What follows belongs to an exercise in optimizing a design on an open flow for small area, a short achievable clock period and few clock cycles per item; a production flow would make more cautious choices.
At most, simulation tests tie the RTL to the original design; equivalence was not proved.
Power figures rest on the tool's default switching activity, not on a simulated workload.

birch:
==> flow/design.v <==
module anim_stream_decoder #(
    parameter NPIX = 4096
) (
    input  wire       clk,
    input  wire       rst,
    input  wire       in_valid,
    output wire       in_ready,
    input  wire [7:0] in_data,
    input  wire       in_last,
    output wire       o_valid,
    input  wire       o_ready,
    output wire [1:0] o_kind,     
    output wire [7:0] o_data,
    output wire       o_keep      
);
    localparam PW = (NPIX > 255) ? $clog2(NPIX + 1) : 9;
    localparam K_HDR = 2'd0;
    localparam K_PAL = 2'd1;
    localparam K_PIX = 2'd2;
    localparam K_END = 2'd3;
    localparam E_OK        = 3'd0;
    localparam E_CONFIG    = 3'd1;
    localparam E_TRUNCATED = 3'd2;
    localparam E_FRAMING   = 3'd3;
    localparam E_TRAILING  = 3'd4;
    localparam S_HDR0 = 4'd0;    
    localparam S_HDR1 = 4'd1;    
    localparam S_HDR2 = 4'd2;    
    localparam S_PAL  = 4'd3;    
    localparam S_LIT  = 4'd4;    
    localparam S_DIFF = 4'd5;    
    localparam S_SAME = 4'd6;    
    localparam S_RHDR = 4'd7;    
    localparam S_FEND = 4'd8;    
    localparam S_CHKS = 4'd9;    
    localparam S_END  = 4'd11;   
    localparam S_CHKD = 4'd13;   
    localparam [PW-1:0] NPIXW = NPIX;
    localparam          NBIG  = (NPIX >= 256);
    localparam          NLAST = (NPIX == 1);
    reg [3:0]    state;
    reg [7:0]    q0, q1, q2;
    reg          v0, v1, v2;
    reg [2:0]    off;
    reg [3:0]    offb;
    reg          last_seen;     
    reg          rdy;
    reg [7:0]    frames;        
    reg          ivz;           
    reg [2:0]    bpp;           
    reg [2:0]    err;           
    reg [PW-1:0] left;          
    reg          lst_last;      
    reg          big;           
    reg [7:0]    run_left;      
    reg          run_last;      
    reg          ov;
    reg [1:0]    okind;
    reg [7:0]    odata;
    reg          okeep;
    assign o_valid  = ov;
    assign o_kind   = okind;
    assign o_data   = odata;
    assign o_keep   = okeep;
    assign in_ready = rdy;
    wire slot_free = !ov || o_ready;
    wire take      = in_valid && rdy;
    wire [15:0] win   = {q1, q0} >> off;
    wire [7:0]  f8    = win[7:0];
    wire [7:0]  pmask = 8'hff >> (4'd8 - {1'b0, bpp});
    wire        f8z   = (f8 == 8'd0);
    wire off0 = (off == 3'd0);
    wire av8  = v1 || (v0 && off0);
    wire avb  = v1 || (v0 && (!offb[3] || offb[2:0] == 3'd0));
    wire [6:0] rlen    = f8[7:1];
    wire [7:0] rn      = {rlen == 7'd0, rlen};
    wire       rn_last = (rlen == 7'd1);
    wire [PW-1:0] left_dec  = left - 1'b1;
    wire [7:0]    run_dec   = run_left - 8'd1;
    wire          overrun   = run_left > left[7:0];
    wire          cfg_bad   = frames == 8'd0 || ivz || f8z || f8[7:3] != 5'd0;
    wire          fifo_done = !v1 && !(v0 && off0);   
    wire st_hdr  = (state[3:2] == 2'b00) && (state[1:0] != 2'b11);
    wire st_byte = (state[3:2] == 2'b00);             
    wire st_pixb = (state[3:1] == 3'b010);            
    wire st_same = (state == S_SAME);
    wire st_rhdr = (state == S_RHDR);
    wire st_fend = (state == S_FEND);
    wire st_chk  = (state == S_CHKS) || (state == S_CHKD);
    wire st_end  = (state == S_END);
    wire can  = st_byte && av8 || st_pixb && avb || st_same || st_end && last_seen;
    wire emit = can && slot_free;
    wire hdr_same = st_same && run_last && big && av8;
    wire hdr_rhdr = st_rhdr && av8;
    wire pop = st_byte && av8 && slot_free ||
               st_pixb && avb && offb[3] && slot_free ||
               hdr_same && slot_free || hdr_rhdr ||
               st_fend && !off0;
    wire trunc = last_seen && (st_byte && !av8 || st_pixb && !avb || st_rhdr && !av8);
    wire ls_nxt = (st_end && slot_free && last_seen) ? 1'b0 :
                  take ? in_last : last_seen;
    wire v2_nxt = !st_end && (take && !pop ? v1 : !take && pop ? 1'b0 : v2);
    reg [3:0] nstate;
    always @(*) begin
        nstate = state;
        if (trunc) begin
            nstate = S_END;
        end else begin
            case (state)
                S_HDR0: if (emit) nstate = S_HDR1;
                S_HDR1: if (emit) nstate = S_HDR2;
                S_HDR2: if (emit) nstate = cfg_bad ? S_END : S_PAL;
                S_PAL:  if (emit && lst_last) nstate = S_LIT;
                S_LIT:  if (emit && lst_last) nstate = S_FEND;
                S_DIFF: if (emit && lst_last) nstate = S_FEND;
                        else if (emit && run_last) nstate = S_RHDR;
                S_SAME: if (emit && run_last)
                            nstate = (big && av8) ? (f8[0] ? S_DIFF : S_SAME) :
                                     lst_last ? S_FEND : S_RHDR;
                S_RHDR: if (av8) nstate = big ? (f8[0] ? S_DIFF : S_SAME) :
                                                (f8[0] ? S_CHKD : S_CHKS);
                S_CHKS, S_CHKD: nstate = overrun ? S_END : (state[2] ? S_DIFF : S_SAME);
                S_FEND: nstate = (frames == 8'd1) ? S_END : S_RHDR;
                S_END:  if (emit) nstate = S_HDR0;
                default: nstate = S_HDR0;
            endcase
        end
    end
    reg [2:0] err_nxt;
    always @(*) begin
        case (state)
            S_HDR2:         err_nxt = av8 ? E_CONFIG : E_TRUNCATED;
            S_CHKS, S_CHKD: err_nxt = E_FRAMING;
            S_FEND:         err_nxt = (last_seen && fifo_done) ? E_OK : E_TRAILING;
            default:        err_nxt = E_TRUNCATED;
        endcase
    end
    always @(posedge clk) begin
        if (rst) begin
            state     <= S_HDR0;
            v0        <= 1'b0;
            v1        <= 1'b0;
            v2        <= 1'b0;
            off       <= 3'd0;
            last_seen <= 1'b0;
            rdy       <= 1'b1;
            ov        <= 1'b0;
        end else begin
            state <= nstate;
            q0 <= (!v0 || (!v1 && pop)) ? in_data : pop ? q1 : q0;
            q1 <= (!v1 || (!v2 && pop)) ? in_data : pop ? q2 : q1;
            q2 <= (!v2 || pop) ? in_data : q2;
            if (st_end) begin
                v0 <= 1'b0;
                v1 <= 1'b0;
            end else if (take && !pop) begin
                v0 <= 1'b1;
                v1 <= v0;
            end else if (!take && pop) begin
                v0 <= v1;
                v1 <= v2;
            end
            v2        <= v2_nxt;
            last_seen <= ls_nxt;
            rdy       <= !ls_nxt && !v2_nxt;
            if (st_pixb && emit) begin
                off  <= offb[2:0];
                offb <= {1'b0, offb[2:0]} + {1'b0, bpp};
            end else if (st_fend || st_end) begin
                off  <= 3'd0;
                offb <= {1'b0, bpp};
            end else if (state == S_HDR2) begin
                offb <= {1'b0, f8[2:0]};
            end
            if (slot_free) begin
                ov    <= can;
                okind <= st_end ? K_END : st_same || st_pixb ? K_PIX :
                         state == S_PAL ? K_PAL : K_HDR;
                odata <= st_end ? {5'd0, err} : st_same ? 8'd0 :
                         st_pixb ? f8 & pmask : f8;
                okeep <= st_same;
            end
            if (state == S_HDR0)
                frames <= f8;
            else if (st_fend)
                frames <= frames - 8'd1;
            if (state == S_HDR1)
                ivz <= f8z;
            if (state == S_HDR2)
                bpp <= f8[2:0];
            if (!st_end)
                err <= err_nxt;
            if (state == S_HDR2) begin
                left     <= {{(PW-2){1'b0}}, 2'd3} << f8[2:0];
                lst_last <= 1'b0;
            end else if (emit && lst_last && state == S_PAL || st_fend) begin
                left     <= NPIXW;
                lst_last <= NLAST;
                big      <= NBIG;
            end else if (emit && !st_end && !st_hdr) begin
                left     <= left_dec;
                lst_last <= (left == {{(PW-2){1'b0}}, 2'd2});
                big      <= (left_dec[PW-1:8] != 0);
            end
            if (hdr_same && slot_free || hdr_rhdr) begin
                run_left <= rn;
                run_last <= rn_last;
            end else if (emit) begin
                run_left <= run_dec;
                run_last <= (run_left == 8'd2);
            end
        end
    end
endmodule
export LEC_CHECK = 0
export ABC_AREA = 1
export CAP_MARGIN = 20
export CORE_MARGIN = 2
export CORE_UTILIZATION = 60
export SETUP_SLACK_MARGIN = 3.3
export SLEW_MARGIN = 20
create_clock -name core_clock -period 5.5 [get_ports {clk}]
standard.sh (not shown) runs the stock make flow with config.mk's settings and CLKGATE_MAP_FILE= SYNTH_SCRIPT=/design/flow/synth_recipe.tcl, a recipe that flattens the netlist after the stock synthesis.
==> flow/flow/run.sh <==
#!/bin/bash
# The standard layout (the standard.sh: ORFS synthesis through finish),
# with one change: the buffers ORFS puts on the input and output ports are
# sky130_fd_sc_hd__buf_2 cells instead of the default delay-cell buffers.
# make's full output goes to flow_make.log in the work folder; each ORFS step
# also writes its own log under orfs/logs/.
set -euo pipefail
cd "$(dirname "${BASH_SOURCE[0]}")/.."
bash standard.sh "BUFFER_PORTS_ARGS=-buffer_cell sky130_fd_sc_hd__buf_2" finish > flow_make.log 2>&1
Testbench counts of birch, summed over its fixed seeds: cycles 265,670, pixels 262,144.
Here is what was changed in the inputs of maple compared with birch.
--- a/flow/design.v
+++ b/flow/design.v
@@ -190,14 +190,14 @@
                 bpp <= f8[2:0];
             if (!st_end)
                 err <= err_nxt;
-            if (state == S_HDR2) begin
+            if (st_hdr) begin
                 left     <= {{(PW-2){1'b0}}, 2'd3} << f8[2:0];
                 lst_last <= 1'b0;
             end else if (emit && lst_last && state == S_PAL || st_fend) begin
                 left     <= NPIXW;
                 lst_last <= NLAST;
                 big      <= NBIG;
-            end else if (emit && !st_end && !st_hdr) begin
+            end else if (emit) begin
                 left     <= left_dec;
                 lst_last <= (left == {{(PW-2){1'b0}}, 2'd2});
                 big      <= (left_dec[PW-1:8] != 0);
==> comparison <==
- When the final numbers for birch and maple were put side by side, the met2 global-route usage turned out to be smaller in maple.
- The total nets after synthesis number comes out lower for maple vs birch.
- Wire length of the first global-routing pass: maple lower than birch
- Relative to birch, the wire length on met2 measured on maple has decreased by a few percent.
- Between birch and maple, the difference in register-to-register slack is negligible.
- Wire: maple routes more than birch
- maple has layout cell share with drive strength beyond 1 above what birch had.
- maple -> birch: post-synth design cell area flat
- Relative to birch, power drawn by the combinational cells increased by 27% in maple.
- Summary — layout overhead on the synthesized area, maple relative to birch: higher, by 1.5 points.
- Between birch and maple, the number of inverters outside the clock class in the layout is lower for maple.
- Compared to birch, maple has relative contribution of combinational cells to total power 5.8 points higher.
Function not checked in maple: the RTL went through the layout flow alone.

---

Setup of red:
anim_stream_decoder, a different RTL version from the one above (not shown whole).
Size in the first run: roughly 690 cells after synthesis, roughly 90 flip-flops, ~5600 sq um of cells after synthesis.
Settings: LEC_CHECK=0, ABC_AREA=1, CAP_MARGIN=20, CORE_MARGIN=2, CORE_UTILIZATION=60, SETUP_SLACK_MARGIN=3.3, SLEW_MARGIN=20; clock period 5.5 ns.
Scripts as last shown in full above: flow/flow/run.sh
red went all the way through synthesis, placement and routing and the layout is clean on timing, DRC and antenna.
Here is what was changed in the inputs of blue compared with red.
diff --git a/flow/design.v b/flow/design.v
--- a/flow/design.v
+++ b/flow/design.v
@@ -35,48 +35,48 @@
     localparam S_CHKS = 4'd9;    
     localparam S_END  = 4'd11;   
     localparam S_CHKD = 4'd13;   
     localparam [PW-1:0] NPIXW = NPIX;
     localparam          NBIG  = (NPIX >= 256);
     localparam          NLAST = (NPIX == 1);
     reg [3:0]    state;
     reg [7:0]    q0, q1, q2;
     reg          v0, v1, v2;
     reg [2:0]    off;
     reg [3:0]    offb;
     reg          last_seen;     
+    reg          rdy;
     reg [7:0]    frames;        
     reg          ivz;           
     reg [2:0]    bpp;           
     reg [2:0]    err;           
     reg [PW-1:0] left;          
     reg          lst_last;      
     reg          big;           
     reg [7:0]    run_left;      
     reg          run_last;      
     reg          ov;
     reg [1:0]    okind;
     reg [7:0]    odata;
     reg          okeep;
     assign o_valid  = ov;
     assign o_kind   = okind;
-    assign o_data   = odata;
+    wire [7:0] pmask = 8'hff >> (4'd8 - {1'b0, bpp});
+    assign o_data   = odata & (okeep ? 8'h00 : (okind == K_PIX) ? pmask : 8'hff);
     assign o_keep   = okeep;
-    wire   rdy      = !last_seen && !v2;
     assign in_ready = rdy;
     wire slot_free = !ov || o_ready;
     wire take      = in_valid && rdy;
     wire [15:0] win   = {q1, q0} >> off;
     wire [7:0]  f8    = win[7:0];
-    wire [7:0]  pmask = 8'hff >> (4'd8 - {1'b0, bpp});
     wire        f8z   = (f8 == 8'd0);
     wire off0 = (off == 3'd0);
     wire av8  = v1 || (v0 && off0);
     wire avb  = v1 || (v0 && (!offb[3] || offb[2:0] == 3'd0));
     wire [6:0] rlen    = f8[7:1];
     wire [7:0] rn      = {rlen == 7'd0, rlen};
     wire       rn_last = (rlen == 7'd1);
     wire [PW-1:0] left_dec  = left - 1'b1;
     wire [7:0]    run_dec   = run_left - 8'd1;
     wire          overrun   = run_left > left[7:0];
     wire          cfg_bad   = frames == 8'd0 || ivz || f8z || f8[7:3] != 5'd0;
     wire          fifo_done = !v1 && !(v0 && off0);   
@@ -134,77 +134,78 @@
             S_FEND:         err_nxt = (last_seen && fifo_done) ? E_OK : E_TRAILING;
             default:        err_nxt = E_TRUNCATED;
         endcase
     end
     always @(posedge clk) begin
         if (rst) begin
             state     <= S_HDR0;
             v0        <= 1'b0;
             v1        <= 1'b0;
             v2        <= 1'b0;
             off       <= 3'd0;
             last_seen <= 1'b0;
+            rdy       <= 1'b1;
             ov        <= 1'b0;
         end else begin
             state <= nstate;
             q0 <= (!v0 || (!v1 && pop)) ? in_data : pop ? q1 : q0;
             q1 <= (!v1 || (!v2 && pop)) ? in_data : pop ? q2 : q1;
             q2 <= (!v2 || pop) ? in_data : q2;
             if (st_end) begin
                 v0 <= 1'b0;
                 v1 <= 1'b0;
             end else if (take && !pop) begin
                 v0 <= 1'b1;
                 v1 <= v0;
             end else if (!take && pop) begin
                 v0 <= v1;
                 v1 <= v2;
             end
             v2        <= v2_nxt;
             last_seen <= ls_nxt;
+            rdy       <= !ls_nxt && !v2_nxt;
             if (st_pixb && emit) begin
                 off  <= offb[2:0];
                 offb <= {1'b0, offb[2:0]} + {1'b0, bpp};
             end else if (st_fend || st_end) begin
                 off  <= 3'd0;
                 offb <= {1'b0, bpp};
             end else if (state == S_HDR2) begin
                 offb <= {1'b0, f8[2:0]};
             end
             if (slot_free) begin
                 ov    <= can;
                 okind <= st_end ? K_END : st_same || st_pixb ? K_PIX :
                          state == S_PAL ? K_PAL : K_HDR;
-                odata <= st_end ? {5'd0, err} : st_same ? 8'd0 :
-                         st_pixb ? f8 & pmask : f8;
+                odata <= st_end ? {5'd0, err} : f8;
                 okeep <= st_same;
             end
             if (state == S_HDR0)
                 frames <= f8;
             else if (st_fend)
                 frames <= frames - 8'd1;
             if (state == S_HDR1)
                 ivz <= f8z;
             if (state == S_HDR2)
                 bpp <= f8[2:0];
             if (!st_end)
                 err <= err_nxt;
-            if (st_hdr) begin
+            if (state == S_HDR2) begin
                 left     <= {{(PW-2){1'b0}}, 2'd3} << f8[2:0];
                 lst_last <= 1'b0;
             end else if (emit && lst_last && state == S_PAL || st_fend) begin
                 left     <= NPIXW;
                 lst_last <= NLAST;
                 big      <= NBIG;
-            end else if (emit) begin
+            end else if (emit && !st_end && !st_hdr) begin
                 left     <= left_dec;
                 lst_last <= (left == {{(PW-2){1'b0}}, 2'd2});
                 big      <= (left_dec[PW-1:8] != 0);
             end
             if (hdr_same && slot_free || hdr_rhdr) begin
                 run_left <= rn;
                 run_last <= rn_last;
             end else if (emit) begin
                 run_left <= run_dec;
                 run_last <= (run_left == 8'd2);
             end
         end
- On overall routing resource usage, the lower figure sits with red, not blue.
- Capturing element of the worst setup path: o_data[2] -> blue, v1$_SDFFE_PN0P_ -> red
- Compared with red, blue shows wire length that has gone up by more than 10%.
- blue vs. red: buffering stage count on the worst path with inverters included up 1; number of optimization iterations in the first detailed-route pass down 1.
- Fmax: blue below red
- blue falls short of red in area after synthesis.
- blue reports a higher clock distribution area overhead in the final layout than red does.
- Count of mapped cells out of synthesis: blue vs red up 9
- blue vs red: path length in cells of the critical path down
- blue has less setup slack than red.
- | worst hold slack | blue vs red | worse |
- Placeable core region up 88 sq um in blue wrt red
- Part of the cycle the worst path needs: blue vs red up 13 points
No run of this note included a check of the RTL's function; only the layout flow was run.

[afterwards: timing with drivers on the ports]
In the flow no input, the clock included, has a driving cell. The finished layouts below were timed again as built, in two steps. Step 1: set_driving_cell puts a clkbuf_16 on clk and a buf_2 on each other input, an assumption about the parent block. Step 2 moves the port delays by t, midway between the first and last clock arrival at a register: inputs arrive t later, outputs are due t later. That takes back most of the time a late clock gives input paths. Three values: no drivers, after step 1, after step 2; two values: the first two.
run	shift t [ns]	setup WS [ns]	hold slack, ns
birch	0.403	3.340 / 3.340 / 2.961	0.527 / 0.527 / 0.527
maple	0.404	3.347 / 3.350 / 2.946	0.580 / 0.580 / 0.580
red	0.391	3.275 / 3.272 / 2.882	0.556 / 0.556 / 0.556
blue	0.401	2.545 / 2.514 / 2.709	0.546 / 0.546 / 0.546
After both steps every run listed still meets setup and hold. For maple, which loses most, drivers alone change the setup slack by +0.003 ns; drivers and shift together by -0.401 ns.
